Background: an optimization exercise with open tools, aiming at small area, a short achievable clock period and few clock cycles per item. Do not read the settings as production practice. RTL that was checked went through simulation tests only; none was proved equivalent to the original. Only the layout flow was run in runs 4 and 5; the RTL was not checked for function there. Power and IR drop assume default switching activity.

===== flow/design.v =====
module erf_crc0 (
    input  wire        clk,
    input  wire        rst,
    input  wire        in_valid,
    output reg         in_ready,
    input  wire [1:0]  in_op,
    input  wire [15:0] in_data,
    output reg         out_valid,
    input  wire        out_ready,
    output reg  [15:0] out_crc
);
    localparam [1:0] OP_BUILD  = 2'd0;
    localparam [1:0] OP_SEED   = 2'd1;
    localparam [1:0] OP_BYTE   = 2'd2;
    localparam [1:0] OP_FINISH = 2'd3;
    function [7:1] quot_inv;
        input [15:9] p;
        reg   [7:0]  h;
        integer      d, k;
        begin
            h = 8'h01;
            for (d = 1; d < 8; d = d + 1) begin
                h[d] = 1'b0;
                for (k = 1; k <= d; k = k + 1)
                    h[d] = h[d] ^ (p[16-k] & h[d-k]);
            end
            quot_inv = h[7:1];
        end
    endfunction
    function [15:0] table_of;
        input [15:0] poly;
        input [7:0]  h;
        input [7:0]  x;
        reg   [7:0]  q;      
        reg   [15:0] r;
        integer      i, m;
        begin
            for (i = 0; i < 8; i = i + 1) begin
                q[7-i] = 1'b0;
                for (m = 0; m <= i; m = m + 1)
                    q[7-i] = q[7-i] ^ (h[i-m] & x[7-m]);
            end
            r = 16'h0000;
            for (i = 0; i < 8; i = i + 1)
                r = r ^ ({16{q[7-i]}} & (poly << (7 - i)));
            table_of = r;
        end
    endfunction
    reg [15:0] poly;
    reg [7:1]  hq;
    reg [15:0] seed;
    reg [15:0] crc_run;
    reg        s_valid;
    reg [1:0]  s_op;
    reg [7:0]  s_x;
    reg        pending;
    wire accept   = in_valid && in_ready;
    wire fin_exec = (pending || (s_valid && s_op == OP_FINISH)) && !out_valid;
    wire restart  = fin_exec || (s_valid && !s_op[1]);    
    wire step     = s_valid && s_op == OP_BYTE;
    wire [15:0] tx = table_of(poly, {hq, 1'b1} & {8{step}}, s_x);
    reg [15:0] run_base;
    always @(*) begin
        if (step)
            run_base = {crc_run[7:0], 8'h00};
        else if (restart)
            run_base = seed;
        else
            run_base = crc_run;
    end
    wire [15:0] run_d = run_base ^ tx;
    reg pending_d, out_valid_d;
    always @(*) begin
        pending_d = (pending || (s_valid && s_op == OP_FINISH)) && out_valid;
        out_valid_d = fin_exec || (out_valid && !out_ready);
    end
    always @(posedge clk) begin
        if (accept && in_op == OP_BUILD)
            poly <= in_data;
        hq   <= quot_inv(poly[15:9]);
        s_op <= in_op;
        s_x  <= (run_base[15:8] ^ in_data[7:0]) ^ tx[15:8];
        if (fin_exec)
            out_crc <= crc_run;
    end
    always @(posedge clk) begin
        if (rst) begin
            seed      <= 16'h0000;
            crc_run   <= 16'h0000;
            s_valid   <= 1'b0;
            pending   <= 1'b0;
            out_valid <= 1'b0;
            in_ready  <= 1'b1;
        end else begin
            if (accept && in_op == OP_SEED)
                seed <= in_data;
            s_valid   <= accept;
            pending   <= pending_d;
            out_valid <= out_valid_d;
            in_ready  <= !pending_d &&
                         !(accept && in_op == OP_FINISH && out_valid_d);
            crc_run   <= run_d;
        end
    end
endmodule

===== flow/flow/run.sh =====
#!/bin/bash
# The standard layout (the standard.sh, unchanged synthesis) with three
# changes to how ORFS builds it:
#   - port buffers use buf_1 instead of the default clkdlybuf4s50_1
#   - clock tree synthesis without dummy loads, with clkbuf_4/clkbuf_8
#     and clusters of up to 30 sinks
set -euo pipefail
export SETUP_SLACK_MARGIN=5.5
export BUFFER_PORTS_ARGS="-buffer_cell sky130_fd_sc_hd__buf_1"
export CTS_ARGS="-sink_clustering_enable -repair_clock_nets -dont_use_dummy_load -buf_list {sky130_fd_sc_hd__clkbuf_4 sky130_fd_sc_hd__clkbuf_8} -sink_clustering_size 30"
bash standard.sh > standard.log 2>&1

===== flow/standard.sh =====
#!/bin/bash
# synth_recipe.tcl (not shown) runs the flow's synth.tcl, then flattens the netlist and writes it again
# the make line also repeats each setting of config.mk as NAME=value (left out here)
make -C /OpenROAD-flow-scripts/flow DESIGN_CONFIG=/design/flow/config.mk WORK_HOME=/design/flow/orfs CLKGATE_MAP_FILE= SYNTH_SCRIPT=/design/flow/synth_recipe.tcl "${@:-finish}"

===== flow/config.mk =====
export PLATFORM = sky130hd
export DESIGN_NAME = erf_crc0
export DESIGN_NICKNAME = erf_crc0
export VERILOG_FILES = /design/flow/design.v
export SDC_FILE = /design/flow/constraint.sdc
export NUM_CORES = 4
export LEC_CHECK = 0
export CAP_MARGIN = 20
export CORE_MARGIN = 2
export CORE_UTILIZATION = 40
export PLACE_DENSITY = 0.6
export SLEW_MARGIN = 20
export SYNTH_MEMORY_MAX_BITS = 8192

===== flow/constraint.sdc =====
create_clock -name core_clock -period 8.0 [get_ports {clk}]
set_input_delay 1.6000 -clock core_clock [delete_from_list [all_inputs] [get_ports {clk}]]
set_output_delay 1.6000 -clock core_clock [all_outputs]
set_load 0.01 [all_outputs]

==> results of run 1 <==
cell usage after synthesis, types with 4 or more instances:
library cell | count | share of area, %
buf_4 | 4 | 0.59
buf_2 | 7 | 0.69
mux2i_1 | 13 | 2.6
nor2_1 | 39 | 2.9
a32oi_1 | 4 | 0.69
xor2_1 | 25 | 4.3
nand2_1 | 151 | 11
nor3b_1 | 4 | 0.59
dfxtp_1 | 53 | 21
nor2b_1 | 4 | 0.49
a21oi_1 | 43 | 4.2
and3_1 | 4 | 0.49
xnor3_1 | 9 | 4.0
inv_1 | 10 | 0.74
clkbuf_1 | 30 | 2.2
xnor2_1 | 82 | 14
a31oi_1 | 5 | 0.62
o21ai_0 | 24 | 2.4
nand3_1 | 15 | 1.5
a22o_1 | 4 | 0.69
edfxtp_1 | 32 | 19
and2_1 | 5 | 0.62
layout make-up:
class                      instances  area (um2)  share of cell area, %
tap                              172         215                   3.70
inverter                          10        37.5                  0.645
clock buffer                       9         124                   2.13
timing repair buffer              67         405                   6.97
multi-input combinational        456        2980                   51.3
sequential                        85        2050                   35.3
logic make-up after synthesis:
kind of cell	Yosys count	synth area share, %
multiplexers	16	3.23
buffers and inverters	53	4.39
adder cells (fa/ha/maj)	3	0.740
flip-flops	85	39.9
AND/OR/NAND/NOR	231	18.8
AO/OA/AOI/OAI	87	9.60
XOR/XNOR	118	23.4
per-stage QoR:
stage          util, %  hold WS (ps)  setup slack, ps
3_3_place_gp      42.4           433             4520
3_5_place_dp      42.4           418             4390
4_1_cts           44.9           457             5480
2_1_floorplan        -           408             5490
6_report          46.5           452             5520
5_1_grt           46.5           461             5460
power groups by stage:
stage                     clock network [uW]  registers, uW  logic [uW]
after floorplan                            0            561         875
after global placement                     0            628         993
after detailed placement                   0            630        1000
after CTS                                247            610        1240
after global routing                     261            612        1460
final                                    237            606        1370
final timing paths:
check	from	endpoint	slack (ps)	cells past startpoint
worst min register to register	crc_run[13]$_SDFF_PP0_	out_crc[13]$_DFFE_PP_	450	0
worst max register to register	s_x[7]$_DFF_P_	s_x[3]$_DFF_P_	5570	9
worst min-delay path	crc_run[13]$_SDFF_PP0_	out_crc[13]$_DFFE_PP_	450	0
worst max-delay path	out_crc[6]$_DFFE_PP_	out_crc[6]	5520	1
per-layer routing:
layer	wire (um)	up-vias	GRT usage [%]
li1	-	1993	-
met1	6120	1972	28.9
met2	6450	120	32.2
met3	696	17	3.79
met4	261	0	7.37
met5	0	-	0
flip-flops by register name, summed over array words and instances, names as in the netlist:
register / cells
crc_run: 16
out_crc: 16
poly: 16
seed: 16
s_x: 8
hq: 7
s_op: 2
in_ready: 1
out_valid: 1
pending: 1
s_valid: 1
what timing repair did:
item / 4_1_cts / 5_1_grt
gates cloned: 1 / 0
setup buffers: 13 / 11
pin swaps: 6 / 6
setup endpoints to repair: 61 / 37
gates resized for setup: 26 / 32
==> out/metrics.yaml, run 1 <==
floorplanning:
  fp-row-count: 41
  die_w_um: 117
  die-area_um2: 13600
  fp.dieH_um: 117
  core_region_area_um2: 12500
  start_util_pct: 40.5
  io-pin-count: 40
drt:
  num_vias: 4102
  vias_per_cell: 5.13
  drc: 0
  first_pass_iters: 5
  routed_wl_um: 13500
  drt_iter0_markers: 329
  antenna_left: 0
  wire_per_inst_um: 16.9
worst_setup_path:
  end_kind: "primary output"
  slowest_delay_ps: 390
  crit_fanout: 1
  cp_cell_sequence: "clkbuf_2"
  cp_data_arrival_time_ps: 880
  crit_buf_inv: 1
  start_kind: "flip-flop"
  path_delay_family: "flip-flops"
  crit_slowest_cell: "edfxtp_1"
  worstPathRequired_ps: 6400
  path_class: "flip-flop to primary output"
sta:
  relSlewSlack_pct: 44.9
  tightest_slew_ps: 823
  finalCritPeriodShare_pct: 31.0
  tns_ps: 0
  slew_violations: 0
  fmax_mhz: 403
  finClkSkew_ps: 25.9
  rsz0062_at_grt: "yes"
  hold_viol_final: 0
  period_minus_slack_ps: 2480
  setup_viol: 0
clock_tree:
  cts-hold-fix-buffers: 0
  h-tree-depth: 3
  tritoncts: "built"
  clock_latency_ps: 360
  path_clk_slew_ps: 90
  cts_made_buffers: 9
  clkSinkCount: 85
  cts-root-buf: "clkbuf_8"
  cts_max_path_buffers: 2
power_and_ir_drop:
  p_clk_share_pct: 10.7
  power_frac_comb_pct: 61.8
  p_leak_uw: 0.00223
  p_per_area_nw_per_um2: 380
  switchingPower_uw: 900
  irDropWorstVdd_mv: 0.238
  swShare_pct: 40.8
  pwr-share-seq_pct: 27.4
  power_uw: 2210
  p_int_uw: 1310
cells_and_area:
  nNetsFinal: 654
  diodes: 0
  drive_gt1_share_pct: 14.5
  area_growth_pct: 14.7
  final_cells: 799
  final_cell_area_um2: 5820
  layout_commonest_cell: "nand2_1"
  final_cell_mix: "148 x nand2_1, 76 x xnor2_1, 42 x a21oi_1, 42 x dfxtp_1, 38 x nor2_1"
  fillerInstances: 1253
placed_design:
  port_buffers: 39
  dpl.cell_count: 765
  dpl.hpwl_um: 8830
  dpl-instance-area_um2: 5310
  gp_congestion: 0.888
yosys:
  synth-seq-cells: 85
  syn-num-nets: 618
  syn-cell-area_um2: 5070
  avgSynthCellArea_um2: 8.55
  yosysSeqAreaShare_pct: 39.9
  ys.flop_type: "dfxtp_1"
  ys_warn_count: 1
  synth_edf_count: 32
  netlist_instances: 593
  yosysUniqueCellTypes: 37
  async_flop_share_pct: 0
status:
  run_status: "timing/DRC/antenna clean"
global_route:
  grt_pass1_wl_um: 21200
  grt_use_total_pct: 20.7
  antenna_found_initial: 0
  grt_pass1_vias: 3850
  grt_max_degree: 44
  gr-total-overflow: 0
flow_run:
  maxCapViolations: 0
hold_path:
  hold_path_class: "flip-flop to flip-flop"
Testbench counts, summed over its fixed seeds: cycles 20,151, bytes 18,751.
==> run 2: changes to the inputs <==
==> flow/flow/run.sh (replaced) <==
#!/bin/bash
# The standard layout (the standard.sh, unchanged synthesis) with three
# changes to how ORFS builds it:
#   - port buffers use buf_1 instead of the default clkdlybuf4s50_1
#   - clock tree synthesis without dummy loads, with clkbuf_16
#     and clusters of up to 100 sinks
set -euo pipefail
export SETUP_SLACK_MARGIN=5.4
export BUFFER_PORTS_ARGS="-buffer_cell sky130_fd_sc_hd__buf_1"
export CTS_ARGS="-sink_clustering_enable -repair_clock_nets -dont_use_dummy_load -buf_list {sky130_fd_sc_hd__clkbuf_16} -sink_clustering_size 100 -sink_clustering_max_diameter 500"
bash standard.sh > standard.log 2>&1
==> run 2 against run 1 <==
Sequential power is 1% higher. Clock-buffer cell count stayed put. First-iteration DRC count is 14% lower. Register-to-register slack worse by 60 ps. Die area stayed put. Critical path depth is 8 higher. Worst setup slack worse by 6.1 ps. Sequential cell count stayed put. Clock power is 47% higher. Synthesized area stayed put. Global-route usage is 0.19 points lower. Total power is 2.2% higher. Critical path type is now flip-flop to flip-flop. Critical endpoint is now s_x[3]$_DFF_P_. Highest routed layer unchanged.
==> out/metrics.yaml, run 2 <==
cells_and_area:
  drive_gt1_share_pct: 9.89
  nNetsFinal: 644
  area_growth_pct: 13.9
  diodes: 0
  layout_commonest_cell: "nand2_1"
  final_cell_mix: "150 x nand2_1, 74 x xnor2_1, 46 x dfxtp_1, 42 x a21oi_1"
global_route:
  met2_usage_pct: 32.2
  grt_pass1_wl_um: 21100
  gr-total-overflow: 0
  gr-max-usage-layer: "met2"
  grtUsageMet1_pct: 28.9
  grt_pass1_vias: 3808
  grt_use_total_pct: 20.5
  grt_max_degree: 44
  antenna_found_initial: 0
  met3_usage_pct: 3.01
floorplanning:
  fp-row-count: 41
  die_w_um: 117
  start_util_pct: 40.5
  core_region_area_um2: 12500
  die-area_um2: 13600
  fp.dieH_um: 117
  io-pin-count: 40
power_and_ir_drop:
  power_uw: 2260
  p_per_area_nw_per_um2: 391
  irDropWorstVdd_mv: 0.191
  p_leak_uw: 0.00220
yosys:
  synth_top_area_cell: "dfxtp_1"
  ys_warn_count: 1
  async_flop_share_pct: 0
  synth_edf_count: 32
  avgSynthCellArea_um2: 8.55
  yosysTopAreaCellShare_pct: 20.9
  syn-num-nets: 618
  yosysUniqueCellTypes: 37
  synth_most_common_cell: "nand2_1"
  ys.flop_type: "dfxtp_1"
  netlist_instances: 593
  yosys-top-cells-area: "dfxtp_1 21%, edfxtp_1 19%, xnor2_1 14%, nand2_1 11%, xor2_1 4.3%"
  yosysSeqAreaShare_pct: 39.9
  synth_top_cells_by_count: "151 x nand2_1, 82 x xnor2_1, 53 x dfxtp_1, 43 x a21oi_1, 39 x nor2_1"
  synth-seq-cells: 85
  syn-cell-area_um2: 5070
sta:
  hold_viol_final: 0
  setup_slack_ps: 5510
  rsz0062_at_grt: "no"
  finalCritPeriodShare_pct: 31.1
  tightest_slew_ps: 932
  setup_viol: 0
  fin_hold_ws_ps: 445
  tns_ps: 0
  finClkSkew_ps: 19.2
  period_minus_slack_ps: 2490
  relSlewSlack_pct: 37.6
  slew_violations: 0
  fmax_mhz: 402
worst_setup_path:
  cp_cell_sequence: "nand2_1 > xor2_1 > xnor3_2 > nor2_2 > xnor3_1 > and3_1 > a21oi_2 > xnor2_2 > xnor2_1"
  path_class: "flip-flop to flip-flop"
  crit_fanout: 18
  crit_slowest_cell: "xnor3_2"
  reg2reg_to: "s_x[3]$_DFF_P_"
  worstPathRequired_ps: 8280
  slowest_delay_ps: 530
  regToRegSetupSlack_ps: 5510
  reg2reg_from: "s_x[6]$_DFF_P_"
  reg2reg_depth: 9
  start_kind: "flip-flop"
  end_kind: "flip-flop"
  cp_data_arrival_time_ps: 2770
hold_path:
  hold_path_class: "flip-flop to flip-flop"
  hold_depth: 0
  hold_end: "out_crc[13]$_DFFE_PP_"
  min-delay-start: "crc_run[13]$_SDFF_PP0_"
clock_tree:
  cts_made_buffers: 9
  h-tree-depth: 3
  clock_latency_ps: 340
  cts-root-buf: "clkbuf_16"
  tritoncts: "built"
  clkSinkCount: 85
  path_clk_slew_ps: 60
  cts_max_path_buffers: 2
drt:
  vias_per_cell: 5.20
  drt_iter0_markers: 282
  first_pass_iters: 5
  drc: 0
  wire_per_inst_um: 17.1
  routed_wl_um: 13500
  num_vias: 4104
  antenna_left: 0
placed_design:
  dpl.hpwl_um: 8890
  dpl_worst_slack_ps: 4380
  gp_congestion: 0.879
  port_buffers: 39
flow_run:
  maxCapViolations: 0
status:
  run_status: "timing/DRC/antenna clean"
## run 2: cell counts after synthesis
No cell type changed its count.
## run 2: worst max-delay path by stage
stage / startpoint / to / depth (start not counted)
2_1_floorplan: in_valid / seed[12]$_SDFFE_PP0P_ / 7
3_3_place_gp: s_x[6]$_DFF_P_ / s_x[0]$_DFF_P_ / 9
3_5_place_dp: s_x[6]$_DFF_P_ / s_x[0]$_DFF_P_ / 9
4_1_cts: in_valid / seed[2]$_SDFFE_PP0P_ / 6
5_1_grt: s_x[6]$_DFF_P_ / s_x[2]$_DFF_P_ / 9
6_report: s_x[6]$_DFF_P_ / s_x[3]$_DFF_P_ / 9
## run 2: what timing repair did
| action | in CTS | in global routing |
|---|---|---|
| endpoints found under the setup margin | 34 | 37 |
| gates resized for setup | 17 | 12 |
| cloned | 0 | 1 |
| hold buffers | 0 | 0 |
| buffers inserted | 5 | 9 |
| pin swaps | 4 | 8 |
## run 2: cell families (layout without fill, tap and decap cells)
kind of cell    Yosys count  in the layout  synth area share (%)
simple gates            231            231                  18.8
xor+xnor                118            119                  23.4
compound gates           87             87                  9.60
flops                    85             85                  39.9
buf+inv                  53             76                  4.39
mux                      16             16                  3.23
fa+ha+maj                 3              3                 0.740
## run 2: final cells by class
class,count,area (um2)
Clock buffer,9,225
Fill cell,1252,6740
Timing Repair Buffer,57,298
Sequential cell,85,2040
Multi-Input combinational cell,456,2960
Inverter,10,37.5
Tap cell,172,215
## run 2: per-layer routing
metal	vias to the layer above	part of all wire, %
met1	1935	46
met5	-	0
met2	165	46
li1	1987	-
met4	0	1.8
met3	17	6.1
## run 2: per-stage QoR
| stage | cell area (um2) | util (%) | std cells |
|---|---|---|---|
| floorplan | 5080 | - | 593 |
| global placement | 5290 | 42.3 | 765 |
| detailed placement | 5290 | 42.3 | 765 |
| CTS | 5630 | 45.0 | 779 |
| global route | 5780 | 46.2 | 789 |
| finish | 5780 | 46.2 | 789 |
## run 2: where the power goes
group	switching, uW	total, uW	internal [uW]
clock network	150	348	198
registers	90.7	613	522
logic	671	1300	626
total	912	2260	1350
## run 2: worst max-delay path: cells and delay by family (launching register included)
| kind | cells | cell delay (ps) |
|---|---|---|
| AOI/OAI and AO/OA | 1 | 150 |
| DFF | 1 | 460 |
| xor gates and xnor gates | 5 | 1400 |
| and+or+nand+nor | 3 | 410 |
==> run 3: changes to the inputs <==
==> flow/flow/run.sh (replaced) <==
#!/bin/bash
# The standard layout (the standard.sh, unchanged synthesis) with three
# changes to how ORFS builds it:
#   - port buffers use buf_1 instead of the default clkdlybuf4s50_1
#   - clock tree synthesis without dummy loads, with clkbuf_8/clkbuf_16
#     and clusters of up to 50 sinks
set -euo pipefail
export SETUP_SLACK_MARGIN=5.4
export BUFFER_PORTS_ARGS="-buffer_cell sky130_fd_sc_hd__buf_1"
export CTS_ARGS="-sink_clustering_enable -repair_clock_nets -dont_use_dummy_load -buf_list {sky130_fd_sc_hd__clkbuf_8 sky130_fd_sc_hd__clkbuf_16} -sink_clustering_size 50 -sink_clustering_max_diameter 200"
bash standard.sh > standard.log 2>&1
==> run 3 against run 2 <==
Still clean. Sequential power about the same. Global-route usage unchanged. Sequential cell count unchanged. Synthesized cell count unchanged. Die area unchanged. Clock-buffer cell count unchanged. Worst setup slack unchanged. Critical path type unchanged.
==> out/metrics.yaml, run 3 <==
cells_and_area:
  final_cells: 789
  nNetsFinal: 644
  drive_gt1_share_pct: 9.89
  diodes: 0
  final_cell_mix: "150 x nand2_1, 74 x xnor2_1, 46 x dfxtp_1, 42 x a21oi_1"
  area_growth_pct: 13.9
  fin_util_pct: 46.2
  layout_commonest_cell: "nand2_1"
floorplanning:
  fp.dieH_um: 117
  start_util_pct: 40.5
  die_w_um: 117
  core_region_area_um2: 12500
  fp-row-count: 41
  io-pin-count: 40
  die-area_um2: 13600
yosys:
  synth_top_area_cell: "dfxtp_1"
  yosysUniqueCellTypes: 37
  async_flop_share_pct: 0
  yosys-top-cells-area: "dfxtp_1 21%, edfxtp_1 19%, xnor2_1 14%, nand2_1 11%, xor2_1 4.3%"
  muxShareOfSynthArea_pct: 3.23
  syn-num-nets: 618
  synth_most_common_cell: "nand2_1"
  syn-cell-area_um2: 5070
  synth_compound_area_share_pct: 9.60
  yosysSeqAreaShare_pct: 39.9
  avgSynthCellArea_um2: 8.55
  ys_warn_count: 1
  ys.flop_type: "dfxtp_1"
  synth_xor_area_share_pct: 23.4
  yosys.area_share.simple_pct: 18.8
  synth-seq-cells: 85
  synth_edf_count: 32
  synth_fa_ha_area_share_pct: 0.740
  yosysTopAreaCellShare_pct: 20.9
  netlist_instances: 593
  synth_top_family_by_area: "XOR/XNOR gates"
  synth_top_cells_by_count: "151 x nand2_1, 82 x xnor2_1, 53 x dfxtp_1, 43 x a21oi_1, 39 x nor2_1"
worst_setup_path:
  start_kind: "flip-flop"
  end_kind: "flip-flop"
  cp_cell_sequence: "nand2_1 > xor2_1 > xnor3_2 > nor2_2 > xnor3_1 > and3_1 > a21oi_2 > xnor2_2 > xnor2_1"
  reg2reg_from: "s_x[6]$_DFF_P_"
  crit_fanout: 18
  crit_slowest_cell: "xnor3_2"
  cp_data_arrival_time_ps: 2770
  regToRegSetupSlack_ps: 5510
  worstPathRequired_ps: 8280
  reg2reg_to: "s_x[3]$_DFF_P_"
  slowest_delay_ps: 530
  reg2reg_depth: 9
  path_class: "flip-flop to flip-flop"
power_and_ir_drop:
  p_per_area_nw_per_um2: 391
  p_leak_uw: 0.00220
  power_uw: 2260
  irDropWorstVdd_mv: 0.191
drt:
  first_pass_iters: 5
  antenna_left: 0
  num_vias: 4104
  drc: 0
  drt_iter0_markers: 282
  vias_per_cell: 5.20
  routed_wl_um: 13500
  wire_per_inst_um: 17.1
placed_design:
  dpl.hpwl_um: 8890
  port_buffers: 39
  gp_congestion: 0.879
  dpl_worst_slack_ps: 4380
  dpl.cell_count: 765
sta:
  finClkSkew_ps: 19.2
  slew_violations: 0
  relSlewSlack_pct: 37.6
  setup_slack_ps: 5510
  fmax_mhz: 402
  hold_viol_final: 0
  period_minus_slack_ps: 2490
  tightest_slew_ps: 932
  tns_ps: 0
  setup_viol: 0
  rsz0062_at_grt: "no"
  finalCritPeriodShare_pct: 31.1
status:
  run_status: "timing/DRC/antenna clean"
clock_tree:
  clkSinkCount: 85
  cts-hold-fix-buffers: 0
  cts-root-buf: "clkbuf_16"
  path_clk_slew_ps: 60
  tritoncts: "built"
  clock_latency_ps: 340
  cts_max_path_buffers: 2
  cts_made_buffers: 9
  h-tree-depth: 3
hold_path:
  hold_depth: 0
  hold_end: "out_crc[13]$_DFFE_PP_"
  min-delay-start: "crc_run[13]$_SDFF_PP0_"
  hold_path_class: "flip-flop to flip-flop"
global_route:
  antenna_found_initial: 0
  grt_pass1_vias: 3808
  gr-total-overflow: 0
  grt_use_total_pct: 20.5
  grt_max_degree: 44
  grt_pass1_wl_um: 21100
flow_run:
  maxCapViolations: 0
==> run 3: cell counts after synthesis <==
Identical to the previous run, type by type.
==> run 3: through the flow <==
step	instance area, um2	hold WS, ps
after floorplan	5080	408
after global placement	5290	440
after detailed placement	5290	417
after CTS	5630	448
after global routing	5780	459
final	5780	445
==> run 3: logic make-up (layout without fill, tap and decap cells) <==
kind of cell / count (synthesis) / after routing
adder cells (fa/ha/maj): 3 / 3
flip-flops: 85 / 85
AO/OA/AOI/OAI: 87 / 87
XOR/XNOR: 118 / 119
AND/OR/NAND/NOR: 231 / 231
buffers and inverters: 53 / 76
multiplexers: 16 / 16
==> run 3: worst max-delay path: cells and delay by family (launching register included) <==
family | cells | cell delay [ps]
flip-flops | 1 | 460
XOR/XNOR | 5 | 1400
AO/OA/AOI/OAI | 1 | 150
AND/OR/NAND/NOR | 3 | 410
==> run 3: worst max path at each step <==
stage                   start                     to  slack [ps]  cells past startpoint
6_report       s_x[6]$_DFF_P_         s_x[3]$_DFF_P_        5510                      9
4_1_cts              in_valid   seed[2]$_SDFFE_PP0P_        5390                      6
3_5_place_dp   s_x[6]$_DFF_P_         s_x[0]$_DFF_P_        4380                      9
2_1_floorplan        in_valid  seed[12]$_SDFFE_PP0P_        5410                      7
5_1_grt        s_x[6]$_DFF_P_         s_x[2]$_DFF_P_        5410                      9
3_3_place_gp   s_x[6]$_DFF_P_         s_x[0]$_DFF_P_        4520                      9
==> run 3: power breakdown <==
part | switching [uW] | leakage, uW | internal [uW]
logic | 671 | 0.00136 | 626
clock network | 150 | 0.000111 | 198
registers | 90.7 | 0.000734 | 522
total | 912 | 0.00220 | 1350
==> run 3: per-layer routing <==
metal  up-vias  global-route usage [%]  part of all wire, %
li1       1987                       -                    -
met1      1935                    28.9                   46
met2       165                    32.2                   46
met3        17                    3.01                  6.1
met4         0                    7.14                  1.8
met5         -                       0                    0
==> run 3: area by class of cell <==
| type | instances | area, um2 |
|---|---|---|
| fillers | 1252 | 6740 |
| clock buffers | 9 | 225 |
| well taps | 172 | 215 |
| inverters | 10 | 37.5 |
| flip-flops and latches | 85 | 2040 |
| repair buffers | 57 | 298 |
| multi-input cells | 456 | 2960 |
==> run 3: timing repair <==
item / in CTS / in global routing
buffers inserted: 5 / 9
resized for setup: 17 / 12
gates cloned: 0 / 1
pin swaps: 4 / 8
endpoints found under the setup margin: 34 / 37
==> run 4: changes to the inputs <==
--- a/flow/design.v
+++ b/flow/design.v
@@ -50,36 +50,30 @@
     reg [7:1]  hq;
     reg [15:0] seed;
     reg [15:0] crc_run;
-    reg        s_valid;
-    reg [1:0]  s_op;
+    reg        s_byte;      
+    reg        s_restart;   
+    reg        s_fin;       
     reg [7:0]  s_x;
-    reg        pending;
     wire accept   = in_valid && in_ready;
-    wire fin_exec = (pending || (s_valid && s_op == OP_FINISH)) && !out_valid;
-    wire restart  = fin_exec || (s_valid && !s_op[1]);    
-    wire step     = s_valid && s_op == OP_BYTE;
-    wire [15:0] tx = table_of(poly, {hq, 1'b1} & {8{step}}, s_x);
+    wire fin_exec = s_fin && !out_valid;
+    wire restart  = fin_exec || s_restart;
+    wire [15:0] tx = table_of(poly, {hq, 1'b1} & {8{s_byte}}, s_x);
     reg [15:0] run_base;
     always @(*) begin
-        if (step)
+        if (s_byte)
             run_base = {crc_run[7:0], 8'h00};
         else if (restart)
             run_base = seed;
         else
             run_base = crc_run;
     end
-    wire [15:0] run_d = run_base ^ tx;
-    reg pending_d, out_valid_d;
-    always @(*) begin
-        pending_d = (pending || (s_valid && s_op == OP_FINISH)) && out_valid;
-        out_valid_d = fin_exec || (out_valid && !out_ready);
-    end
+    wire s_fin_d     = (accept && in_op == OP_FINISH) || (s_fin && out_valid);
+    wire out_valid_d = fin_exec || (out_valid && !out_ready);
     always @(posedge clk) begin
         if (accept && in_op == OP_BUILD)
             poly <= in_data;
-        hq   <= quot_inv(poly[15:9]);
-        s_op <= in_op;
-        s_x  <= (run_base[15:8] ^ in_data[7:0]) ^ tx[15:8];
+        hq <= quot_inv(poly[15:9]);
+        s_x <= (run_base[15:8] ^ in_data[7:0]) ^ tx[15:8];
         if (fin_exec)
             out_crc <= crc_run;
     end
@@ -87,19 +81,20 @@
         if (rst) begin
             seed      <= 16'h0000;
             crc_run   <= 16'h0000;
-            s_valid   <= 1'b0;
-            pending   <= 1'b0;
+            s_byte    <= 1'b0;
+            s_restart <= 1'b0;
+            s_fin     <= 1'b0;
             out_valid <= 1'b0;
             in_ready  <= 1'b1;
         end else begin
             if (accept && in_op == OP_SEED)
                 seed <= in_data;
-            s_valid   <= accept;
-            pending   <= pending_d;
+            crc_run   <= run_base ^ tx;
+            s_byte    <= accept && in_op == OP_BYTE;
+            s_restart <= accept && !in_op[1];
+            s_fin     <= s_fin_d;
             out_valid <= out_valid_d;
-            in_ready  <= !pending_d &&
-                         !(accept && in_op == OP_FINISH && out_valid_d);
-            crc_run   <= run_d;
+            in_ready  <= !(s_fin_d && out_valid_d);
         end
     end
 endmodule
==> flow/flow/run.sh (replaced) <==
#!/bin/bash
# The standard layout (the standard.sh, unchanged synthesis) with three
# changes to how ORFS builds it:
#   - port buffers use buf_1 instead of the default clkdlybuf4s50_1
#   - clock tree synthesis without dummy loads, with clkbuf_4/clkbuf_8
#     and clusters of up to 30 sinks
set -euo pipefail
export SETUP_SLACK_MARGIN=5.4
export BUFFER_PORTS_ARGS="-buffer_cell sky130_fd_sc_hd__buf_1"
export CTS_ARGS="-sink_clustering_enable -repair_clock_nets -dont_use_dummy_load -buf_list {sky130_fd_sc_hd__clkbuf_4 sky130_fd_sc_hd__clkbuf_8} -sink_clustering_size 30"
bash standard.sh > standard.log 2>&1
==> run 4 against run 3 <==
Clock-buffer cell count did not move. Routed wire length fell by 4.2%. Cell count fell by 2.0%.
==> out/metrics.yaml, run 4 <==
power_and_ir_drop:
  swShare_pct: 40.7
  p_leak_uw: 0.00221
  pwr-share-seq_pct: 23.3
  p_clk_share_pct: 9.5
  power_frac_comb_pct: 67.2
  p_int_uw: 1480
  p_per_area_nw_per_um2: 439
  switchingPower_uw: 1010
  irDropWorstVdd_mv: 0.221
sta:
  slew_violations: 0
  setup_slack_ps: 5450
  finalCritPeriodShare_pct: 31.9
  setup_viol: 0
  finClkSkew_ps: 17.7
  hold_viol_final: 0
  period_minus_slack_ps: 2550
  tns_ps: 0
  tightest_slew_ps: 597
  fmax_mhz: 392
  rsz0062_at_grt: "yes"
  relSlewSlack_pct: 60.1
clock_tree:
  clkSinkCount: 84
  h-tree-depth: 3
  cts_max_path_buffers: 2
  cts_made_buffers: 9
  cts-hold-fix-buffers: 0
  tritoncts: "built"
  cts-root-buf: "clkbuf_8"
  path_clk_slew_ps: 80
  clock_latency_ps: 370
cells_and_area:
  layout.area.seq_um2: 2020
  nNetsFinal: 628
  final_cell_mix: "156 x nand2_1, 63 x xnor2_1, 45 x a21oi_1, 43 x dfxtp_1, 39 x buf_1"
  multi_input_area_um2: 2950
  final_cells: 773
  diodes: 0
  drive_gt1_share_pct: 12.3
  layout_commonest_cell: "nand2_1"
  fillerInstances: 1218
  area_growth_pct: 12.3
  fin_util_pct: 45.6
worst_setup_path:
  crit_slowest_cell: "dfxtp_1"
  crit_buf_inv: 1
  path_class: "flip-flop to primary output"
  regToRegSetupSlack_ps: 5460
  crit_fanout: 4
  reg2reg_depth: 9
  reg2reg_from: "s_x[7]$_DFF_P_"
  slowest_delay_ps: 410
  reg2reg_to: "s_x[7]$_DFF_P_"
  cp_cell_sequence: "buf_1"
  worstPathRequired_ps: 6400
  end_kind: "primary output"
  start_kind: "flip-flop"
  path_delay_family: "flip-flops"
  cp_data_arrival_time_ps: 950
placed_design:
  dpl.cell_count: 742
  dpl.hpwl_um: 8470
  gp_congestion: 0.884
  dpl_worst_slack_ps: 4520
  port_buffers: 39
flow_run:
  maxCapViolations: 0
yosys:
  yosysSeqAreaShare_pct: 39.6
  syn-cell-area_um2: 5060
  synth-seq-cells: 84
  synth_most_common_cell: "nand2_1"
  ys_warn_count: 1
  yosysUniqueCellTypes: 38
  ys.flop_type: "dfxtp_1"
  synth_edf_count: 32
  netlist_instances: 571
  synth_top_cells_by_count: "156 x nand2_1, 69 x xnor2_1, 52 x dfxtp_1, 45 x a21oi_1, 32 x edfxtp_1"
  yosysTopAreaCellShare_pct: 20.6
  yosys-top-cells-area: "dfxtp_1 21%, edfxtp_1 19%, xnor2_1 12%, nand2_1 12%, xnor3_1 5.8%"
  avgSynthCellArea_um2: 8.86
  async_flop_share_pct: 0
  synth_top_area_cell: "dfxtp_1"
  syn-num-nets: 596
drt:
  antenna_left: 0
  wl_met3_um: 703
  wl_met2_um: 6200
  vias_per_cell: 5.17
  drt_iter0_markers: 359
  routed_wl_um: 12900
  wire_per_inst_um: 16.7
  num_vias: 3998
  drc: 0
  m1WireLength_um: 5630
  first_pass_iters: 5
  top_layer: "met4"
hold_path:
  hold_end: "out_crc[13]$_DFFE_PP_"
  hold_path_class: "flip-flop to flip-flop"
  min-delay-start: "crc_run[13]$_SDFF_PP0_"
  hold_depth: 0
floorplanning:
  start_util_pct: 40.6
  fp-row-count: 41
  die_w_um: 116
  die-area_um2: 13600
  fp.dieH_um: 116
  core_region_area_um2: 12500
  io-pin-count: 40
global_route:
  antenna_found_initial: 0
  grt_max_degree: 49
  grt_pass1_wl_um: 20200
  grt_use_total_pct: 19.8
  grt_pass1_vias: 3830
  gr-total-overflow: 0
status:
  run_status: "timing/DRC/antenna clean"
-- run 4: changes by cell type after synthesis, moves of 6 or more --
cell,delta
a211oi_1,+6
clkbuf_1,-7
nand3_1,-8
nor2_1,-13
nor2b_1,+8
xnor2_1,-13
-- run 4: power by group through the flow --
| stage | combinational [uW] | sequential, uW | clock, uW |
|---|---|---|---|
| 6_report | 1680 | 582 | 237 |
| 5_1_grt | 1810 | 587 | 259 |
| 4_1_cts | 1570 | 583 | 243 |
| 3_5_place_dp | 1390 | 605 | 0 |
| 3_3_place_gp | 1360 | 603 | 0 |
| 2_1_floorplan | 1260 | 541 | 0 |
-- run 4: worst max-delay path by stage --
| stage | from | to | slack (ps) | cells after the start |
|---|---|---|---|---|
| after floorplan | in_valid | poly[0]$_DFFE_PP_ | 5400 | 3 |
| after global placement | s_x[6]$_DFF_P_ | s_x[1]$_DFF_P_ | 4720 | 9 |
| after detailed placement | s_x[6]$_DFF_P_ | s_x[0]$_DFF_P_ | 4520 | 9 |
| after CTS | s_fin$_SDFF_PP0_ | s_x[7]$_DFF_P_ | 5400 | 8 |
| after global routing | s_x[7]$_DFF_P_ | s_x[7]$_DFF_P_ | 5340 | 9 |
| final | out_valid$_SDFF_PP0_ | out_valid | 5450 | 1 |
-- run 4: cell families (layout without fill, tap and decap cells) --
| group | Yosys count | in the layout | synth area share [%] |
|---|---|---|---|
| flops | 84 | 84 | 39.6 |
| compound gates | 86 | 86 | 9.42 |
| simple gates | 221 | 221 | 18.4 |
| fa+ha+maj | 3 | 3 | 0.742 |
| xor+xnor | 116 | 116 | 24.7 |
| mux | 13 | 13 | 2.60 |
| buf+inv | 48 | 78 | 4.62 |
-- run 4: area by class of cell --
type | instances | share of cell area (%)
sequential | 84 | 35.6
timing repair buffer | 64 | 6.23
tap | 172 | 3.79
multi-input combinational | 439 | 51.9
inverter | 5 | 0.330
clock buffer | 9 | 2.18
-- run 4: through the flow --
step / total power (uW) / hold slack [ps] / instance area, um2
2_1_floorplan: 1800 / 398 / 5070
3_3_place_gp: 1960 / 426 / 5240
3_5_place_dp: 2000 / 423 / 5240
4_1_cts: 2390 / 429 / 5480
5_1_grt: 2660 / 446 / 5680
6_report: 2490 / 432 / 5680
-- run 4: metal layers --
metal	GRT usage (%)	vias up
li1	-	1927
met1	26.2	1915
met2	32.1	132
met3	3.43	24
met4	8.81	0
met5	0	-
-- run 4: repair_timing --
item,4_1_cts,5_1_grt
gates resized for setup,12,21
buffers inserted,8,14
endpoints found under the setup margin,23,48
pin swaps,3,5
==> run 5: changes to the inputs <==
--- a/flow/flow/run.sh
+++ b/flow/flow/run.sh
@@ -5,7 +5,7 @@
 #   - clock tree synthesis without dummy loads, with clkbuf_4/clkbuf_8
 #     and clusters of up to 30 sinks
 set -euo pipefail
-export SETUP_SLACK_MARGIN=5.4
+export SETUP_SLACK_MARGIN=5.5
 export BUFFER_PORTS_ARGS="-buffer_cell sky130_fd_sc_hd__buf_1"
 export CTS_ARGS="-sink_clustering_enable -repair_clock_nets -dont_use_dummy_load -buf_list {sky130_fd_sc_hd__clkbuf_4 sky130_fd_sc_hd__clkbuf_8} -sink_clustering_size 30"
 bash standard.sh > standard.log 2>&1
==> run 5 against run 4 <==
Worst setup slack better by 71 ps. Sequential power barely moved. Die area unchanged. Routed wire length increased by 1.4%. Final area rose by 0.97%. Utilization is 0.44 points higher. Total power rose by 4.7%. Via count is 0.10% higher. Critical path type unchanged. Clock-buffer cell count stayed put. Highest routed layer unchanged. Synthesized cell count stayed put. Critical path depth unchanged. Still clean on timing, DRC and antenna. Global-route usage barely moved.
==> out/metrics.yaml, run 5 <==
cells_and_area:
  diodes: 0
  nNetsFinal: 628
  area_growth_pct: 13.4
  drive_gt1_share_pct: 15.6
  final_cell_mix: "152 x nand2_1, 61 x xnor2_1, 44 x a21oi_1, 39 x dfxtp_1, 32 x edfxtp_1"
  layout_commonest_cell: "nand2_1"
worst_setup_path:
  reg2reg_from: "s_x[7]$_DFF_P_"
  critPathLaunch: "out_crc[4]$_DFFE_PP_"
  crit_buf_inv: 1
  slowest_delay_ps: 380
  reg2reg_to: "s_x[6]$_DFF_P_"
  cp_cell_sequence: "clkbuf_2"
  path_delay_family: "flip-flops"
  crit_slowest_cell: "edfxtp_1"
  regToRegSetupSlack_ps: 5560
  worstPathRequired_ps: 6400
  end_kind: "primary output"
  cp_data_arrival_time_ps: 880
  start_kind: "flip-flop"
  crit_fanout: 1
  reg2reg_depth: 10
  path_class: "flip-flop to primary output"
global_route:
  grt_max_degree: 49
  grt_pass1_wl_um: 20300
  gr-total-overflow: 0
  grt_pass1_vias: 3773
  grt_use_total_pct: 19.9
  antenna_found_initial: 0
clock_tree:
  clock_latency_ps: 360
  cts-hold-fix-buffers: 0
  tritoncts: "built"
  cts-root-buf: "clkbuf_8"
  path_clk_slew_ps: 90
  cts_made_buffers: 9
  clkSinkCount: 84
  h-tree-depth: 3
  cts_max_path_buffers: 2
yosys:
  synth_xor_area_share_pct: 24.7
  synth_top_cells_by_count: "156 x nand2_1, 69 x xnor2_1, 52 x dfxtp_1, 45 x a21oi_1, 32 x edfxtp_1"
  synth_compound_area_share_pct: 9.42
  async_flop_share_pct: 0
  yosysTopAreaCellShare_pct: 20.6
  synth-seq-cells: 84
  synth_top_family_by_area: "XOR/XNOR gates"
  ys_warn_count: 1
  netlist_instances: 571
  muxShareOfSynthArea_pct: 2.60
  synth_edf_count: 32
  yosysUniqueCellTypes: 38
  ys.flop_type: "dfxtp_1"
  syn-cell-area_um2: 5060
  synth_top_area_cell: "dfxtp_1"
  synth_most_common_cell: "nand2_1"
  synth_fa_ha_area_share_pct: 0.742
  yosysSeqAreaShare_pct: 39.6
  yosys-top-cells-area: "dfxtp_1 21%, edfxtp_1 19%, xnor2_1 12%, nand2_1 12%, xnor3_1 5.8%"
  yosys.area_share.simple_pct: 18.4
  syn-num-nets: 596
  avgSynthCellArea_um2: 8.86
placed_design:
  gp_congestion: 0.866
  port_buffers: 39
  dpl_worst_slack_ps: 4480
  dpl.hpwl_um: 8670
floorplanning:
  start_util_pct: 40.6
  fp-row-count: 41
  fp.dieH_um: 116
  io-pin-count: 40
  die-area_um2: 13600
  die_w_um: 116
  core_region_area_um2: 12500
power_and_ir_drop:
  power_uw: 2610
  p_per_area_nw_per_um2: 455
  irDropWorstVdd_mv: 0.323
  p_leak_uw: 0.00225
hold_path:
  hold_depth: 0
  min-delay-start: "crc_run[14]$_SDFF_PP0_"
  hold_end: "out_crc[14]$_DFFE_PP_"
  hold_path_class: "flip-flop to flip-flop"
sta:
  fmax_mhz: 404
  tightest_slew_ps: 597
  relSlewSlack_pct: 60.2
  hold_viol_final: 0
  setup_slack_ps: 5520
  period_minus_slack_ps: 2480
  rsz0062_at_grt: "yes"
  tns_ps: 0
  slew_violations: 0
  setup_viol: 0
  finalCritPeriodShare_pct: 31.0
  finClkSkew_ps: 22.1
drt:
  antenna_left: 0
  wire_per_inst_um: 16.9
  vias_per_cell: 5.18
  drt_iter0_markers: 253
  first_pass_iters: 5
  routed_wl_um: 13100
  drc: 0
  num_vias: 4002
status:
  run_status: "timing/DRC/antenna clean"
flow_run:
  maxCapViolations: 0
-- run 5: cell types whose count changed in the layout (fill, tap and decap cells not counted), sizes merged --
cell / change
clkbuf: +7
buf: -7
-- run 5: cells by family after synthesis --
kind of cell	Yosys count
flops	84
compound gates	86
simple gates	221
fa+ha+maj	3
mux	13
xor+xnor	116
buf+inv	48
-- run 5: timing repair --
action / CTS / global route
pin swaps: 4 / 14
setup buffers: 10 / 11
hold endpoints to repair: 0 / 0
resized for setup: 23 / 33
setup endpoints to repair: 48 / 33
-- run 5: power breakdown --
| part | internal (uW) | total (uW) | switching [uW] |
|---|---|---|---|
| Sequential | 509 | 579 | 70.0 |
| Combinational | 962 | 1800 | 836 |
| Clock | 101 | 235 | 134 |
-- run 5: area by class of cell --
cell class / instances / area [um2]
sequential: 84 / 2030
timing repair buffer: 64 / 374
fill: 1187 / 6730
inverter: 5 / 18.8
clock buffer: 9 / 124
multi-input combinational: 439 / 2980
tap: 172 / 215
-- run 5: worst max path at each step --
stage,end,depth (start not counted),slack [ps]
after floorplan,poly[0]$_DFFE_PP_,3,5450
after global placement,s_x[1]$_DFF_P_,9,4670
after detailed placement,s_x[0]$_DFF_P_,9,4480
after CTS,out_crc[11],1,5490
after global routing,s_x[3]$_DFF_P_,9,5440
final,out_crc[4],1,5520
-- run 5: layer usage --
metal,global-route usage (%),share of wire [%],vias to the layer above
met3,2.80,4.9,17
met2,33.2,49,119
met4,6.19,1.9,0
met5,0,0,-
li1,-,-,1926
met1,26.8,44,1940
-- run 5: stage by stage --
step,std cells,util (%),cell area [um2],hold slack [ps]
after floorplan,571,-,5080,398
after global placement,743,42.2,5260,429
after detailed placement,743,42.2,5260,425
after CTS,762,44.6,5560,437
after global routing,773,46.0,5740,445
final,773,46.0,5740,436
==> run 6: changes to the inputs <==
--- a/flow/design.v
+++ b/flow/design.v
@@ -49,11 +49,15 @@
     reg [15:0] poly;
     reg [7:1]  hq;
     reg [15:0] seed;
-    reg [15:0] crc_run;
+    reg [7:0]  s_x;
+    reg [7:0]  crc_lo;
+    reg [7:0]  s_b;
+    reg        run_z;
+    wire [7:0]  run_hi  = run_z ? 8'h00 : (s_x ^ s_b);
+    wire [15:0] crc_run = {run_hi, crc_lo};
     reg        s_byte;      
     reg        s_restart;   
     reg        s_fin;       
-    reg [7:0]  s_x;
     wire accept   = in_valid && in_ready;
     wire fin_exec = s_fin && !out_valid;
     wire restart  = fin_exec || s_restart;
@@ -74,13 +78,15 @@
             poly <= in_data;
         hq <= quot_inv(poly[15:9]);
         s_x <= (run_base[15:8] ^ in_data[7:0]) ^ tx[15:8];
+        s_b <= in_data[7:0];
         if (fin_exec)
             out_crc <= crc_run;
     end
     always @(posedge clk) begin
         if (rst) begin
             seed      <= 16'h0000;
-            crc_run   <= 16'h0000;
+            crc_lo    <= 8'h00;
+            run_z     <= 1'b1;
             s_byte    <= 1'b0;
             s_restart <= 1'b0;
             s_fin     <= 1'b0;
@@ -89,7 +95,9 @@
         end else begin
             if (accept && in_op == OP_SEED)
                 seed <= in_data;
-            crc_run   <= run_base ^ tx;
+            crc_lo    <= run_base[7:0] ^ tx[7:0];
+            if (s_byte || restart)
+                run_z <= 1'b0;
             s_byte    <= accept && in_op == OP_BYTE;
             s_restart <= accept && !in_op[1];
             s_fin     <= s_fin_d;
--- a/flow/flow/run.sh
+++ b/flow/flow/run.sh
@@ -5,7 +5,7 @@
 #   - clock tree synthesis without dummy loads, with clkbuf_4/clkbuf_8
 #     and clusters of up to 30 sinks
 set -euo pipefail
-export SETUP_SLACK_MARGIN=5.5
+export SETUP_SLACK_MARGIN=5.4
 export BUFFER_PORTS_ARGS="-buffer_cell sky130_fd_sc_hd__buf_1"
 export CTS_ARGS="-sink_clustering_enable -repair_clock_nets -dont_use_dummy_load -buf_list {sky130_fd_sc_hd__clkbuf_4 sky130_fd_sc_hd__clkbuf_8} -sink_clustering_size 30"
 bash standard.sh > standard.log 2>&1
==> run 6 against run 5 <==
Still clean on timing, DRC and antenna. Synthesized cell count is 2.1% lower. Synthesized area is 1.3% lower. Maximum frequency is 2.0% lower. Worst hold slack better by 24 ps. Global-route usage is 0.97 points lower. Total power is 17% lower. Critical path depth is 3 higher. Die area is 1.2% lower. Critical path type is now input port to flip-flop.
==> out/metrics.yaml, run 6 <==
yosys:
  synth_edf_count: 32
  syn-cell-area_um2: 4990
  yosysTopAreaCellShare_pct: 21.2
  yosysUniqueCellTypes: 46
  syn-num-nets: 584
  ys_warn_count: 1
  async_flop_share_pct: 0
  ys.flop_type: "dfxtp_1"
  synth_most_common_cell: "nand2_1"
  yosysSeqAreaShare_pct: 40.5
  synth_top_cells_by_count: "162 x nand2_1, 85 x xnor2_1, 53 x dfxtp_1, 32 x edfxtp_1, 31 x nor2_1"
  avgSynthCellArea_um2: 8.94
  netlist_instances: 559
  synth-seq-cells: 85
  synth_top_area_cell: "dfxtp_1"
  yosys-top-cells-area: "dfxtp_1 21%, edfxtp_1 19%, xnor2_1 15%, nand2_1 12%, xor2_1 5.1%"
drt:
  routed_wl_um: 12100
  num_vias: 3762
  wire_per_inst_um: 16.3
  first_pass_iters: 5
  vias_per_cell: 5.08
  drc: 0
  antenna_left: 0
  drt_iter0_markers: 190
worst_setup_path:
  start_kind: "input port"
  cp_cell_sequence: "buf_1 > nand2_1 > or2_2 > nor2_4"
  worstPathRequired_ps: 8000
  cp_data_arrival_time_ps: 2520
  path_class: "input port to flip-flop"
  end_kind: "flip-flop"
  regToRegSetupSlack_ps: 5540
  crit_fanout: 16
  crit_slowest_cell: "nor2_4"
  slowest_delay_ps: 420
floorplanning:
  die-area_um2: 13400
  die_w_um: 116
  fp-row-count: 40
  io-pin-count: 40
  start_util_pct: 41.2
  fp.dieH_um: 116
  core_region_area_um2: 12100
power_and_ir_drop:
  p_int_uw: 1280
  p_clk_share_pct: 10.9
  p_leak_uw: 0.00205
  power_frac_comb_pct: 62.9
  p_per_area_nw_per_um2: 403
  swShare_pct: 41.1
  irDropWorstVdd_mv: 0.228
  switchingPower_uw: 893
  pwr-share-seq_pct: 26.2
status:
  run_status: "timing/DRC/antenna clean"
sta:
  relSlewSlack_pct: 55.2
  rsz0062_at_grt: "yes"
  slew_violations: 0
  finalCritPeriodShare_pct: 31.6
  fmax_mhz: 395
  setup_viol: 0
  hold_viol_final: 0
  tns_ps: 0
  tightest_slew_ps: 671
  period_minus_slack_ps: 2530
  finClkSkew_ps: 26.6
cells_and_area:
  nNetsFinal: 599
  layout.area.seq_um2: 2030
  fillerInstances: 1245
  area_growth_pct: 7.74
  final_cell_mix: "162 x nand2_1, 84 x xnor2_1, 49 x dfxtp_1, 39 x buf_1, 32 x edfxtp_1"
  layout_commonest_cell: "nand2_1"
  fin_util_pct: 44.4
  diodes: 0
  top_regs: "out_crc: 16 flops, poly: 16 flops, seed: 16 flops"
  multi_input_area_um2: 2810
  final_cells: 740
  drive_gt1_share_pct: 6.12
clock_tree:
  cts_made_buffers: 9
  clock_latency_ps: 370
  h-tree-depth: 3
  cts-root-buf: "clkbuf_8"
  tritoncts: "built"
  path_clk_slew_ps: 90
  cts_max_path_buffers: 2
  cts_setup_buffers: 0
  cts-hold-fix-buffers: 0
  clkSinkCount: 85
placed_design:
  dpl.cell_count: 731
  port_buffers: 39
  gp_congestion: 0.848
  dpl.hpwl_um: 8520
global_route:
  gr-total-overflow: 0
  antenna_found_initial: 0
  grt_max_degree: 54
  grt_pass1_vias: 3586
  grt_pass1_wl_um: 19000
  grt_use_total_pct: 18.9
hold_path:
  hold_path_class: "flip-flop to flip-flop"
flow_run:
  maxCapViolations: 0
## run 6: cell count changes in the layout (fill, tap and decap cells not counted), sizes merged, moves of 7 or more
cell    previous run  this run
clkbuf            16         9
o21ai             21        10
nor3b              8         0
a21oi             46        23
buf               57        44
xnor2             72        86
nor2b             12         5
## run 6: cell families after synthesis
group,Yosys count,share of synthesized area (%)
simple gates,228,18.7
xor+xnor,128,26.3
flops,85,40.5
compound gates,50,6.01
buf+inv,47,4.08
mux,18,3.71
fa+ha+maj,3,0.752
## run 6: area by class of cell
cell class	count	share of cell area (%)
sequential	85	37.7
timing repair buffer	44	3.42
multi-input combinational	427	52.2
tap	168	3.91
clock buffer	9	2.30
inverter	7	0.488
## run 6: path summary, 6_finish.rpt
| kind | startpoint | to | depth (start not counted) |
|---|---|---|---|
| setup / recovery | in_valid | poly[15]$_DFFE_PP_ | 4 |
| hold / removal | seed[3]$_SDFFE_PP0P_ | seed[3]$_SDFFE_PP0P_ | 2 |
| setup reg to reg | s_x[7]$_DFF_P_ | crc_lo[7]$_SDFF_PP0_ | 8 |
| hold reg to reg | seed[3]$_SDFFE_PP0P_ | seed[3]$_SDFFE_PP0P_ | 2 |
## run 6: power by group through the flow
stage	registers, uW	clock network, uW	logic [uW]
finish	569	237	1360
global route	575	261	1480
CTS	567	246	1340
detailed placement	576	0	1320
global placement	573	0	1300
floorplan	530	0	1160
## run 6: what timing repair did
action	in CTS	in global routing
endpoints found under the hold margin	0	0
gates resized for setup	6	5
pin swaps	1	0
endpoints found under the setup margin	13	22
## run 6: metrics by stage
step	setup WS (ps)	hold WS (ps)	cell area, um2	power (uW)
floorplan	5400	425	5000	1690
global placement	5120	442	5220	1880
detailed placement	4920	448	5220	1900
CTS	5460	461	5360	2150
global route	5370	487	5380	2320
finish	5470	460	5380	2170
## run 6: critical path: cells and delay by family
family	cells	cell delay (ps)
simple gates	3	820
buf+inv	1	90
## run 6: layer usage
metal / track usage, % / vias to the layer above / wire, um
met2: 29.4 / 105 / 5650
met4: 6.83 / 0 / 216
met3: 4.08 / 20 / 653
met5: 0 / - / 0
li1: - / 1829 / -
met1: 26.1 / 1808 / 5540
Testbench counts of run 6, summed over its fixed seeds: cycles 20,140, bytes 18,751.
==> run 7: changes to the inputs <==
--- a/flow/flow/run.sh
+++ b/flow/flow/run.sh
@@ -5,7 +5,7 @@
 #   - clock tree synthesis without dummy loads, with clkbuf_4/clkbuf_8
 #     and clusters of up to 30 sinks
 set -euo pipefail
-export SETUP_SLACK_MARGIN=5.4
+export SETUP_SLACK_MARGIN=5.3
 export BUFFER_PORTS_ARGS="-buffer_cell sky130_fd_sc_hd__buf_1"
 export CTS_ARGS="-sink_clustering_enable -repair_clock_nets -dont_use_dummy_load -buf_list {sky130_fd_sc_hd__clkbuf_4 sky130_fd_sc_hd__clkbuf_8} -sink_clustering_size 30"
 bash standard.sh > standard.log 2>&1
==> run 7 against run 6 <==
Non-clock buffer count is 1 higher. Sequential share of layout area down 0.20 points. Worst hold slack got worse by 4.4 ps. Clock skew fell by 14 ps. Clock power about the same. Synthesized cell count unchanged. Register-to-register slack lost 50 ps. Critical path depth down 3. Synthesized area stayed put. Highest routed layer unchanged.
==> out/metrics.yaml, run 7 <==
clock_tree:
  cts_made_buffers: 9
  tritoncts: "built"
  path_clk_slew_ps: 80
  clkSinkCount: 85
  clock_latency_ps: 360
  cts-root-buf: "clkbuf_8"
  h-tree-depth: 3
  cts_max_path_buffers: 2
sta:
  tightest_slew_ps: 707
  finalCritPeriodShare_pct: 31.8
  setup_viol: 0
  relSlewSlack_pct: 52.9
  fmax_mhz: 393
  slew_violations: 0
  period_minus_slack_ps: 2540
  finClkSkew_ps: 12.6
  tns_ps: 0
  hold_viol_final: 0
  rsz0062_at_grt: "yes"
cells_and_area:
  fillerInstances: 1210
  area_growth_pct: 8.19
  nNetsFinal: 600
  multi_input_area_um2: 2830
  layout.area.seq_um2: 2020
  diodes: 0
  top_regs: "out_crc: 16 flops, poly: 16 flops, seed: 16 flops"
  layout_commonest_cell: "nand2_1"
  drive_gt1_share_pct: 5.93
  final_cell_mix: "162 x nand2_1, 83 x xnor2_1, 51 x dfxtp_1, 39 x buf_1, 32 x edfxtp_1"
  final_cell_area_um2: 5400
placed_design:
  dpl-instance-area_um2: 5210
  port_buffers: 39
  gp_congestion: 0.835
  dpl.hpwl_um: 8560
floorplanning:
  die_w_um: 116
  start_util_pct: 41.2
  core_region_area_um2: 12100
  die-area_um2: 13400
  io-pin-count: 40
  fp-row-count: 40
  fp.dieH_um: 116
yosys:
  yosys-top-cells-area: "dfxtp_1 21%, edfxtp_1 19%, xnor2_1 15%, nand2_1 12%, xor2_1 5.1%"
  ys.flop_type: "dfxtp_1"
  yosysTopAreaCellShare_pct: 21.2
  avgSynthCellArea_um2: 8.94
  yosysUniqueCellTypes: 46
  synth_top_area_cell: "dfxtp_1"
  netlist_instances: 559
  syn-cell-area_um2: 4990
  synth_edf_count: 32
  async_flop_share_pct: 0
  synth_most_common_cell: "nand2_1"
  ys_warn_count: 1
  syn-num-nets: 584
  synth_top_cells_by_count: "162 x nand2_1, 85 x xnor2_1, 53 x dfxtp_1, 32 x edfxtp_1, 31 x nor2_1"
  yosysSeqAreaShare_pct: 40.5
  synth-seq-cells: 85
drt:
  antenna_left: 0
  routed_wl_um: 11900
  drc: 0
  drt_iter0_markers: 232
  vias_per_cell: 4.99
  first_pass_iters: 6
  wire_per_inst_um: 16.1
  num_vias: 3697
global_route:
  grt_use_total_pct: 18.9
  gr-total-overflow: 0
  grt_pass1_vias: 3727
  antenna_found_initial: 0
  grt_pass1_wl_um: 19100
  grt_max_degree: 54
worst_setup_path:
  worstPathRequired_ps: 6400
  path_delay_family: "flip-flops"
  crit_cells: 1
  cp_data_arrival_time_ps: 940
  reg2reg_to: "crc_lo[7]$_SDFF_PP0_"
  crit_buf_inv: 1
  end_kind: "primary output"
  crit_slowest_cell: "dfxtp_1"
  start_kind: "flip-flop"
  endpoint: "out_valid"
  critPathLaunch: "out_valid$_SDFF_PP0_"
  crit_fanout: 4
  regToRegSetupSlack_ps: 5490
  reg2reg_depth: 8
  slowest_delay_ps: 420
  path_class: "flip-flop to primary output"
  cp_cell_sequence: "buf_1"
  reg2reg_from: "hq[1]$_DFF_P_"
power_and_ir_drop:
  p_int_uw: 1320
  pwr-share-seq_pct: 25.5
  swShare_pct: 40.6
  p_per_area_nw_per_um2: 412
  power_frac_comb_pct: 63.9
  p_leak_uw: 0.00207
  p_clk_share_pct: 10.5
  switchingPower_uw: 904
  irDropWorstVdd_mv: 0.185
status:
  run_status: "timing/DRC/antenna clean"
flow_run:
  maxCapViolations: 0
hold_path:
  hold_path_class: "flip-flop to flip-flop"
## run 7: cell counts after synthesis
Identical to the previous run, type by type.
## run 7: kinds of logic (layout without fill, tap and decap cells)
family	Yosys count	in the layout	share of synthesized area [%]
and+or+nand+nor	228	228	18.7
adders and majority gates	3	3	0.752
xor gates and xnor gates	128	128	26.3
muxes	18	18	3.71
buffers and inverters	47	61	4.08
DFF	85	85	40.5
AOI/OAI and AO/OA	50	50	6.01
## run 7: worst min-delay path by stage
stage | from | to | slack (ps) | cells past startpoint
finish | seed[0]$_SDFFE_PP0P_ | seed[0]$_SDFFE_PP0P_ | 460 | 2
global route | seed[3]$_SDFFE_PP0P_ | seed[3]$_SDFFE_PP0P_ | 480 | 2
CTS | seed[3]$_SDFFE_PP0P_ | seed[3]$_SDFFE_PP0P_ | 460 | 2
detailed placement | seed[3]$_SDFFE_PP0P_ | seed[3]$_SDFFE_PP0P_ | 450 | 2
global placement | seed[3]$_SDFFE_PP0P_ | seed[3]$_SDFFE_PP0P_ | 440 | 2
floorplan | crc_lo[3]$_SDFF_PP0_ | out_crc[3]$_DFFE_PP_ | 420 | 0
## run 7: stage by stage
stage / power, uW / std cells / hold slack, ps / setup slack (ps) / utilization, %
final: 2230 / 741 / 456 / 5460 / 44.6
after global placement: 1850 / 729 / 443 / 5090 / 43.0
after detailed placement: 1890 / 729 / 446 / 4930 / 43.0
after floorplan: 1690 / 559 / 425 / 5380 / -
after CTS: 2170 / 738 / 457 / 5330 / 44.3
after global routing: 2380 / 741 / 479 / 5270 / 44.6
## run 7: per-layer routing
layer  vias up  track usage, %  part of all wire (%)
met1      1741            25.3                    43
met5         -               0                     0
met2       110            30.7                    48
met4         0            7.14                   1.9
li1       1829               -                     -
met3        17            3.14                   7.0
## run 7: timing repair
action / CTS / global route
setup buffers: 0 / 3
pin swaps: 1 / 1
setup endpoints to repair: 12 / 10
resized for setup: 4 / 5
gates cloned: 0 / 0
hold buffers: 0 / 0
## run 7: cell type report
cell class | instances | area share (%)
well taps | 168 | 3.89
clock buffers | 9 | 2.29
multi-input cells | 427 | 52.3
inverters | 7 | 0.486
repair buffers | 45 | 3.54
flip-flops and latches | 85 | 37.5
## run 7: power groups by stage
stage | Clock, uW | Combinational [uW] | Sequential [uW]
final | 235 | 1420 | 568
after global routing | 259 | 1540 | 576
after CTS | 242 | 1360 | 566
after detailed placement | 0 | 1310 | 576
after global placement | 0 | 1280 | 574
after floorplan | 0 | 1160 | 530
==> run 8: changes to the inputs <==
--- a/flow/flow/run.sh
+++ b/flow/flow/run.sh
@@ -5,7 +5,7 @@
 #   - clock tree synthesis without dummy loads, with clkbuf_4/clkbuf_8
 #     and clusters of up to 30 sinks
 set -euo pipefail
-export SETUP_SLACK_MARGIN=5.3
+export SETUP_SLACK_MARGIN=5.6
 export BUFFER_PORTS_ARGS="-buffer_cell sky130_fd_sc_hd__buf_1"
 export CTS_ARGS="-sink_clustering_enable -repair_clock_nets -dont_use_dummy_load -buf_list {sky130_fd_sc_hd__clkbuf_4 sky130_fd_sc_hd__clkbuf_8} -sink_clustering_size 30"
 bash standard.sh > standard.log 2>&1
==> run 8 against run 7 <==
Still clean on timing, DRC and antenna. Total power increased by 12%. Final area increased by 6.4%. Clock power about the same. Global-route usage increased by 0.67 points. Largest power group unchanged.
==> out/metrics.yaml, run 8 <==
status:
  run_status: "timing/DRC/antenna clean"
clock_tree:
  cts-hold-fix-buffers: 0
  h-tree-depth: 3
  clock_latency_ps: 360
  tritoncts: "built"
  clkSinkCount: 85
  cts_max_path_buffers: 2
  cts_made_buffers: 9
  cts-root-buf: "clkbuf_8"
  path_clk_slew_ps: 80
drt:
  drc: 0
  vias_per_cell: 5.10
  antenna_left: 0
  wire_per_inst_um: 16.3
  first_pass_iters: 5
  drt_iter0_markers: 256
  routed_wl_um: 12500
  num_vias: 3908
sta:
  tns_ps: 0
  relSlewSlack_pct: 63.6
  rsz0062_at_grt: "yes"
  hold_viol_final: 0
  setup_viol: 0
  finalCritPeriodShare_pct: 31.1
  fmax_mhz: 402
  finClkSkew_ps: 18.6
  slew_violations: 0
  period_minus_slack_ps: 2490
  tightest_slew_ps: 547
worst_setup_path:
  reg2reg_to: "crc_lo[5]$_SDFF_PP0_"
  start_kind: "flip-flop"
  regToRegSetupSlack_ps: 5630
  crit_buf_inv: 1
  cp_cell_sequence: "buf_1"
  crit_fanout: 1
  slowest_delay_ps: 390
  end_kind: "primary output"
  critPathLaunch: "out_crc[13]$_DFFE_PP_"
  worstPathRequired_ps: 6400
  cp_data_arrival_time_ps: 890
  path_delay_family: "flip-flops"
  path_class: "flip-flop to primary output"
  reg2reg_from: "s_x[4]$_DFF_P_"
  crit_slowest_cell: "edfxtp_1"
  reg2reg_depth: 9
floorplanning:
  io-pin-count: 40
  die_w_um: 116
  fp.dieH_um: 116
  fp-row-count: 40
  start_util_pct: 41.2
  die-area_um2: 13400
  core_region_area_um2: 12100
power_and_ir_drop:
  irDropWorstVdd_mv: 0.171
  p_leak_uw: 0.00228
  p_per_area_nw_per_um2: 435
yosys:
  ys.flop_type: "dfxtp_1"
  yosys-top-cells-area: "dfxtp_1 21%, edfxtp_1 19%, xnor2_1 15%, nand2_1 12%, xor2_1 5.1%"
  synth_top_cells_by_count: "162 x nand2_1, 85 x xnor2_1, 53 x dfxtp_1, 32 x edfxtp_1, 31 x nor2_1"
  avgSynthCellArea_um2: 8.94
  synth_most_common_cell: "nand2_1"
  yosysTopAreaCellShare_pct: 21.2
  syn-cell-area_um2: 4990
  ys_warn_count: 1
  async_flop_share_pct: 0
  netlist_instances: 559
  yosysUniqueCellTypes: 46
  synth_top_area_cell: "dfxtp_1"
  syn-num-nets: 584
  synth_edf_count: 32
  synth-seq-cells: 85
  yosysSeqAreaShare_pct: 40.5
global_route:
  grt_use_total_pct: 19.5
  gr-total-overflow: 0
  grt_pass1_wl_um: 19800
  grt_max_degree: 54
  grt_pass1_vias: 3764
  antenna_found_initial: 0
cells_and_area:
  top_regs: "out_crc: 16 flops, poly: 16 flops, seed: 16 flops"
  diodes: 0
  area_growth_pct: 15.1
  final_cell_mix: "157 x nand2_1, 78 x xnor2_1, 44 x dfxtp_1, 32 x edfxtp_1"
  nNetsFinal: 625
  final_cells: 766
  fillerInstances: 1215
  drive_gt1_share_pct: 16.9
  layout_commonest_cell: "nand2_1"
  multi_input_area_um2: 2910
  layout.area.seq_um2: 2040
placed_design:
  dpl.cell_count: 730
  dpl.hpwl_um: 8580
  gp_congestion: 0.850
  port_buffers: 39
hold_path:
  hold_path_class: "flip-flop to flip-flop"
  hold_end: "seed[15]$_SDFFE_PP0P_"
  hold_depth: 2
  min-delay-start: "seed[15]$_SDFFE_PP0P_"
flow_run:
  maxCapViolations: 0
-- run 8: cell families (layout without fill, tap and decap cells) --
group,Yosys count,count (layout),share of synthesized area (%)
AOI/OAI and AO/OA,50,50,6.01
muxes,18,18,3.71
DFF,85,85,40.5
adders and majority gates,3,3,0.752
and+or+nand+nor,228,228,18.7
buffers and inverters,47,86,4.08
xor gates and xnor gates,128,128,26.3
-- run 8: how the worst max path moves through the flow --
| stage | endpoint | slack (ps) | cells after the start |
|---|---|---|---|
| final | out_crc[13] | 5510 | 1 |
| after global routing | out_crc[13] | 5480 | 1 |
| after detailed placement | s_x[0]$_DFF_P_ | 4940 | 8 |
| after floorplan | poly[0]$_DFFE_PP_ | 5450 | 3 |
| after global placement | s_x[0]$_DFF_P_ | 5020 | 8 |
| after CTS | out_crc[13] | 5500 | 1 |
-- run 8: layout make-up --
class                   count  share of cell area (%)
repair buffers             70                    7.49
inverters                   7                   0.522
clock buffers               9                    2.15
multi-input cells         427                    50.6
flip-flops and latches     85                    35.5
well taps                 168                    3.66
-- run 8: metrics by stage --
stage	hold WS (ps)	worst slack, ps	utilization [%]	instance area [um2]	power [uW]
floorplan	425	5450	-	5020	1690
global placement	442	5020	43.1	5220	1850
detailed placement	446	4940	43.1	5220	1880
CTS	458	5500	45.5	5510	2300
global route	478	5480	47.5	5750	2660
finish	456	5510	47.5	5750	2500
-- run 8: power by group --
part	total, uW	switching, uW	internal, uW
clock	237	137	101
combinational	1700	797	902
sequential	563	59.2	504
total	2500	993	1510
-- run 8: worst register-to-register path, stage by stage, from the launching register on --
cell and delay [ps]:
dfxtp_4 370, nand2_2 60, xnor3_1 400, xnor3_2 560, buf_6 180, nand3_2 90, xor2_1 210, xnor2_1 190
xnor2_1 160, nor2_1 60
-- run 8: repair_timing --
| action | CTS | global route |
|---|---|---|
| pin swaps | 5 | 17 |
| setup endpoints to repair | 65 | 47 |
| buffers inserted | 11 | 16 |
| gates resized for setup | 18 | 41 |
-- run 8: routing by layer --
layer | share of wire, % | wire, um | track usage (%) | vias up
met1 | 45 | 5670 | 26.7 | 1891
met3 | 5.8 | 728 | 2.82 | 24
met2 | 47 | 5820 | 31.4 | 118
li1 | - | - | - | 1875
met4 | 2.0 | 246 | 7.70 | 0
met5 | 0 | 0 | 0 | -

## port drivers added, routing unchanged
No port has a modelled driver above. Below, the same layouts with a new extraction and two added sets of constraints.
Step 1 assumes that a clkbuf_16 drives the clock port and a buf_2 every other input.
Step 2, shift: input delay + t, output delay - t, t = (earliest + latest rising clock arrival at the registers) / 2. This alone moves slack from input paths to output paths.
Slacks: no drivers / after step 1 / after step 2; pairs: no drivers / after step 1.
run	t (ns)	slack for setup (ns)
run 1	0.377	5.517 / 5.485 / 5.283
run 2	0.364	5.511 / 5.488 / 5.269
run 3	0.364	5.511 / 5.488 / 5.269
run 4	0.388	5.451 / 5.420 / 5.265
run 5	0.383	5.522 / 5.491 / 5.234
run 6	0.385	5.471 / 5.467 / 5.093
run 7	0.383	5.456 / 5.423 / 5.114
run 8	0.386	5.513 / 5.481 / 5.261
After both steps setup and hold are still met in every run listed.
